Source: an optimization exercise on an open RTL-to-GDS flow (aim: small area, a short achievable clock period and few clock cycles per item). Production flows keep margins and buffers that such runs may drop.
Power figures rest on the tool's default switching activity, not on a simulated workload.

v6:
==> flow/design.v <==
module gs_addr_calc (
    input  wire        f0,       
    input  wire        f1,       
    input  wire        f2,       
    input  wire        n0,       
    input  wire        n1,       
    input  wire        n2,
    input  wire [14:0] pg,
    input  wire [6:0]  x,
    input  wire [6:0]  y,
    input  wire        c,
    output wire [28:0] addr
);
    wire [28:0] a32 = {3'b000, pg, x[5], y[4], x[4], y[3], x[3], y[2], y[1], x[2], x[1], y[0], x[0]};
    wire [28:0] a8  = {1'b0, pg, x[6], y[5], x[5], y[4], x[4], y[3], y[2], c, x[1], y[0], x[0], x[3], y[1]};
    wire [28:0] a4  = {pg, y[6], x[6], y[5], x[5], y[4], y[3], y[2], c, x[1], y[0], x[0], x[4], x[3], y[1]};
    wire [28:0] s0 = {{15{~n0}}, {14{f0}}};
    wire [28:0] s1 = {{15{~n1}}, {14{f1}}};
    wire [28:0] s2 = {{15{~n2}}, {14{f2}}};
    assign addr = (s0 & a32) | (s1 & a8) | (s2 & a4);
endmodule
module gs_swizzle_agu (
    input  wire        clk,
    input  wire        rst,
    input  wire        cmd_valid,
    output wire        cmd_ready,
    input  wire [1:0]  cmd_fmt,
    input  wire [13:0] cmd_dbp,
    input  wire [5:0]  cmd_dbw,
    input  wire [10:0] cmd_x0,
    input  wire [10:0] cmd_y0,
    input  wire [11:0] cmd_w,
    input  wire [11:0] cmd_h,
    output reg         out_valid,
    input  wire        out_ready,
    output wire [28:0] out_addr,
    output wire        out_last
);
    reg        rdy;         
    reg        setup;       
    reg        f0, f1, f2;  
    reg        n0, n1, n2;  
    reg [5:0]  pw;          
    reg [11:0] w;
    reg [6:0]  x0l;         
    reg [6:0]  xl;          
    reg [6:0]  yl;          
    reg [11:0] cnt;         
    reg        re;          
    reg [11:0] rcnt;        
    reg        lr;          
    reg [14:0] pg;          
    reg [14:0] rb;          
    reg        xc;          
    reg [11:0] bo;          
    reg        sel;
    reg        s0;          
    reg        sl;          
    reg        cx;          
    assign cmd_ready = rdy;
    assign out_last  = re & lr;
    gs_addr_calc u_calc (
        .f0   (f0),
        .f1   (f1),
        .f2   (f2),
        .n0   (n0),
        .n1   (n1),
        .n2   (n2),
        .pg   (pg),
        .x    (xl),
        .y    (yl),
        .c    (cx),
        .addr (out_addr)
    );
    wire accept  = rdy & cmd_valid;
    wire advance = out_valid & out_ready;
    wire row_end = advance & re;
    wire xc_x0  = f0 ? (&x0l[5:0]) : (&x0l);
    wire xc_inc = ~xl[0] & (&xl[5:1]) & (f0 | xl[6]);
    wire yc_cur = (&yl[4:0]) & (f0 | (yl[5] & (f1 | yl[6])));
    wire yc_inc = ~yl[0] & (&yl[4:1]) & (f0 | (yl[5] & (f1 | yl[6])));
    wire [11:0] b      = bo & {12{sel}};
    wire [14:0] ag = rb & {3'd0, b};
    wire [14:0] ap = rb ^ {3'd0, b};
    wire [14:0] g1 = ag | (ap & {ag[13:0], 1'b0});
    wire [14:0] p1 = ap & {ap[13:0], 1'b0};
    wire [14:0] g2 = g1 | (p1 & {g1[12:0], 2'b0});
    wire [14:0] p2 = p1 & {p1[12:0], 2'b0};
    wire [14:0] g3 = g2 | (p2 & {g2[10:0], 4'b0});
    wire [14:0] p3 = p2 & {p2[10:0], 4'b0};
    wire [14:0] g4 = g3 | (p3 & {g3[6:0], 8'b0});
    wire [14:0] rb_sum = ap ^ {g4[13:0], 1'b0};
    wire [5:0] cmd_pw = (cmd_fmt == 2'd0) ? cmd_dbw : {1'b0, cmd_dbw[5:1]};
    wire       ne     = (cmd_w != 12'd0) && (cmd_h != 12'd0);
    wire       sy_nx = (xl[2:0] == 3'd1) ? cnt[0] :
                       (xl[2:0] == 3'd2) ? cnt[1] :
                       (xl[2:0] == 3'd3) ? cnt[2] :
                       (xl[2:0] == 3'd4) ? cnt[3] :
                       (xl[2:0] == 3'd5) ? cnt[4] : cnt[5];
    always @(posedge clk) begin
        if (rst) begin
            rdy       <= 1'b1;
            setup     <= 1'b0;
            out_valid <= 1'b0;
        end else if (accept) begin
            rdy   <= !ne;
            setup <= ne;
        end else if (setup) begin
            if (sl) begin
                setup     <= 1'b0;
                out_valid <= 1'b1;
            end
        end else if (row_end && lr) begin
            out_valid <= 1'b0;
            rdy       <= 1'b1;
        end
    end
    always @(posedge clk) begin
        if (rdy) begin
            f0  <= (cmd_fmt == 2'd0);
            f1  <= (cmd_fmt == 2'd1);
            f2  <= cmd_fmt[1];
            n0  <= (cmd_fmt != 2'd0);
            n1  <= (cmd_fmt != 2'd1);
            n2  <= ~cmd_fmt[1];
            pw  <= cmd_pw;
            w   <= cmd_w;
            x0l <= cmd_x0[6:0];
        end
    end
    wire [6:0] xl_inc = xl + 7'd1;
    wire first = setup & sl;                  
    wire rs    = first | (re & ~setup);       
    always @(posedge clk) begin
        s0 <= rdy;
        sl <= setup & (xl[2:0] == 3'd6);
        if (rdy | setup)
            bo <= rdy ? {7'd0, (cmd_fmt == 2'd0) ? cmd_x0[10:6] : {1'b0, cmd_x0[10:7]}} :
                  (s0 | sl) ? {6'd0, pw} : {bo[10:0], 1'b0};
        if (rdy | setup | row_end)
            sel <= rdy | (setup & ~sl ? sy_nx : setup ? yc_cur : yc_inc);
    end
    always @(posedge clk)
        if (rdy | setup | row_end) rb <= rdy ? {1'b0, cmd_dbp} : rb_sum;
    wire ld = first | (advance & re);         
    wire [14:0] pg_all1;                       
    wire [11:0] cnt_all0, rcnt_all0;           
    assign pg_all1[0]   = 1'b1;
    assign cnt_all0[0]  = 1'b1;
    assign rcnt_all0[0] = 1'b1;
    genvar gi;
    generate
        for (gi = 1; gi < 15; gi = gi + 1) begin : g_pg
            assign pg_all1[gi] = &pg[gi-1:0];
        end
        for (gi = 1; gi < 12; gi = gi + 1) begin : g_cnt
            assign cnt_all0[gi]  = ~|cnt[gi-1:0];
            assign rcnt_all0[gi] = ~|rcnt[gi-1:0];
        end
    endgenerate
    wire [14:0] pg_nx = pg ^ (pg_all1 & {15{advance & xc}});
    always @(posedge clk)
        pg <= ld ? rb_sum : pg_nx;
    wire [6:0] xl_nx = xl + {6'd0, setup | advance};
    always @(posedge clk) begin
        xl <= rdy ? ((cmd_fmt == 2'd0) ? 7'd121 : (cmd_fmt == 2'd1) ? 7'd122 : 7'd123) :
              ld ? x0l : xl_nx;
        if (rdy | setup | advance)
            xc <= rs ? xc_x0 : xc_inc;
    end
    wire [6:0] yl_inc = yl + 7'd1;
    always @(posedge clk)
        yl <= rdy ? cmd_y0[6:0] : yl + {6'd0, advance & re};
    always @(posedge clk)
        if (setup | advance)
            cx <= rs ? (x0l[2] ^ (re & ~setup ? yl_inc[1] ^ yl_inc[2] : yl[1] ^ yl[2]))
                     : (xl_inc[2] ^ yl[1] ^ yl[2]);
    always @(posedge clk) begin
        cnt <= rdy ? {6'd0, cmd_y0[10:5]} : ld ? w : cnt ^ (cnt_all0 & {12{advance}});
        if (rdy | first | advance)
            re <= rs ? (w == 12'd1) : (cnt == 12'd2);
    end
    always @(posedge clk) begin
        rcnt <= rdy ? cmd_h : rcnt ^ (rcnt_all0 & {12{advance & re}});
        if (rdy | row_end)
            lr <= rdy ? (cmd_h == 12'd1) : (rcnt == 12'd2);
    end
endmodule
Settings: LEC_CHECK=0, CAP_MARGIN=20, CORE_MARGIN=2, CORE_UTILIZATION=40, CTS_BUF_LIST=sky130_fd_sc_hd__clkbuf_4 sky130_fd_sc_hd__clkbuf_8, CTS_CLUSTER_SIZE=30, SETUP_SLACK_MARGIN=3.2, SLEW_MARGIN=20; clock period 6.0 ns.
standard.sh (not shown) runs the stock make flow with config.mk's settings and CLKGATE_MAP_FILE= SYNTH_SCRIPT=/design/flow/synth_recipe.tcl, a recipe that flattens the netlist after the stock synthesis.
==> flow/flow/run.sh <==
#!/bin/bash
export BUFFER_PORTS_ARGS="-buffer_cell sky130_fd_sc_hd__buf_1"
bash standard.sh > standard.log 2>&1
Changes in v7 relative to v6:
--- a/flow/design.v
+++ b/flow/design.v
@@ -83,12 +83,23 @@
     wire [14:0] ag = rb & {3'd0, b};
     wire [14:0] ap = rb ^ {3'd0, b};
-    wire [14:0] g1 = ag | (ap & {ag[13:0], 1'b0});
-    wire [14:0] p1 = ap & {ap[13:0], 1'b0};
-    wire [14:0] g2 = g1 | (p1 & {g1[12:0], 2'b0});
-    wire [14:0] p2 = p1 & {p1[12:0], 2'b0};
-    wire [14:0] g3 = g2 | (p2 & {g2[10:0], 4'b0});
-    wire [14:0] p3 = p2 & {p2[10:0], 4'b0};
-    wire [14:0] g4 = g3 | (p3 & {g3[6:0], 8'b0});
-    wire [14:0] rb_sum = ap ^ {g4[13:0], 1'b0};
+    wire [14:0] sg [0:4];
+    wire [14:0] sp [0:4];
+    assign sg[0] = ag;
+    assign sp[0] = ap;
+    genvar sk, si;
+    generate
+        for (sk = 0; sk < 4; sk = sk + 1) begin : g_lvl
+            for (si = 0; si < 15; si = si + 1) begin : g_bit
+                if ((si >> sk) & 1) begin : g_op
+                    assign sg[sk+1][si] = sg[sk][si] | (sp[sk][si] & sg[sk][((si >> sk) << sk) - 1]);
+                    assign sp[sk+1][si] = sp[sk][si] & sp[sk][((si >> sk) << sk) - 1];
+                end else begin : g_pass
+                    assign sg[sk+1][si] = sg[sk][si];
+                    assign sp[sk+1][si] = sp[sk][si];
+                end
+            end
+        end
+    endgenerate
+    wire [14:0] rb_sum = ap ^ {sg[4][13:0], 1'b0};
     wire [5:0] cmd_pw = (cmd_fmt == 2'd0) ? cmd_dbw : {1'b0, cmd_dbw[5:1]};
     wire       ne     = (cmd_w != 12'd0) && (cmd_h != 12'd0);
@@ -144,20 +155,5 @@
         if (rdy | setup | row_end) rb <= rdy ? {1'b0, cmd_dbp} : rb_sum;
     wire ld = first | (advance & re);         
-    wire [14:0] pg_all1;                       
-    wire [11:0] cnt_all0, rcnt_all0;           
-    assign pg_all1[0]   = 1'b1;
-    assign cnt_all0[0]  = 1'b1;
-    assign rcnt_all0[0] = 1'b1;
-    genvar gi;
-    generate
-        for (gi = 1; gi < 15; gi = gi + 1) begin : g_pg
-            assign pg_all1[gi] = &pg[gi-1:0];
-        end
-        for (gi = 1; gi < 12; gi = gi + 1) begin : g_cnt
-            assign cnt_all0[gi]  = ~|cnt[gi-1:0];
-            assign rcnt_all0[gi] = ~|rcnt[gi-1:0];
-        end
-    endgenerate
-    wire [14:0] pg_nx = pg ^ (pg_all1 & {15{advance & xc}});
+    wire [14:0] pg_nx = pg + {14'd0, advance & xc};
     always @(posedge clk)
         pg <= ld ? rb_sum : pg_nx;
@@ -177,10 +173,10 @@
                      : (xl_inc[2] ^ yl[1] ^ yl[2]);
     always @(posedge clk) begin
-        cnt <= rdy ? {6'd0, cmd_y0[10:5]} : ld ? w : cnt ^ (cnt_all0 & {12{advance}});
+        cnt <= rdy ? {6'd0, cmd_y0[10:5]} : ld ? w : cnt - {11'd0, advance};
         if (rdy | first | advance)
             re <= rs ? (w == 12'd1) : (cnt == 12'd2);
     end
     always @(posedge clk) begin
-        rcnt <= rdy ? cmd_h : rcnt ^ (rcnt_all0 & {12{advance & re}});
+        rcnt <= rdy ? cmd_h : rcnt - {11'd0, advance & re};
         if (rdy | row_end)
             lr <= rdy ? (cmd_h == 12'd1) : (rcnt == 12'd2);
--- outcome ---
- Of the two values seen for worst setup path startpoint, sel$_DFFE_PP_ was produced by v7 and f0$_DFFE_PP_ by v6.
- | non-filler instance count after layout | higher: v6 |
- On clock-cell share of area: between v6 and v7, it ends up higher for v6.
- Of v6 and v7, v7 shows the higher share of total power in combinational logic, with v6 below it.
- v7 has completed all stages; timing, DRC and antenna checks passed.
- Delta (v7 minus v6): path length in cells of the critical path has increased; core region area has decreased; share of the core filled with cells has increased; setup slack of the worst register-to-register path has decreased; maximum VDD drop has decreased.
- v7 vs. v6: final clock period utilization by the worst path higher, clock slew at the register clock pins of the worst setup and hold paths held, data arrival time at the worst-slack endpoint climbed 1.43 ns, die area decreased by about 2.5% relative to the old numbers.
No run of this note included a check of the RTL's function; only the layout flow was run.

==> re-timing with driven ports <==
How much do the figures lean on ideal ports? The routed layouts below were timed once more, with nothing changed but the port constraints.
Step 1: set_driving_cell puts a clkbuf_16 on clk and a buf_2 on each other input, an assumption about the parent block.
Step 2 also shifts input and output timing later by t, the mid clock arrival at the registers, as if the neighbouring blocks saw the same clock.
Slacks: no drivers / after step 1 / after step 2; pairs: no drivers / after step 1.
run | shift t [ns] | slack for setup (ns) | hold WS [ns] | latest minus earliest clock arrival (ns) | cell pins on the clock port's net
v6 | 0.479 | 3.168 / 3.131 / 2.863 | 0.530 / 0.530 / 0.530 | 0.012 / 0.012 | 1
v7 | 0.477 | 3.129 / 3.101 / 2.911 | 0.525 / 0.525 / 0.525 | 0.017 / 0.017 | 1
After both steps setup and hold are still met in every run listed. The setup slack of v6, which loses most, moves by -0.037 ns with the drivers and by -0.305 ns with both steps.
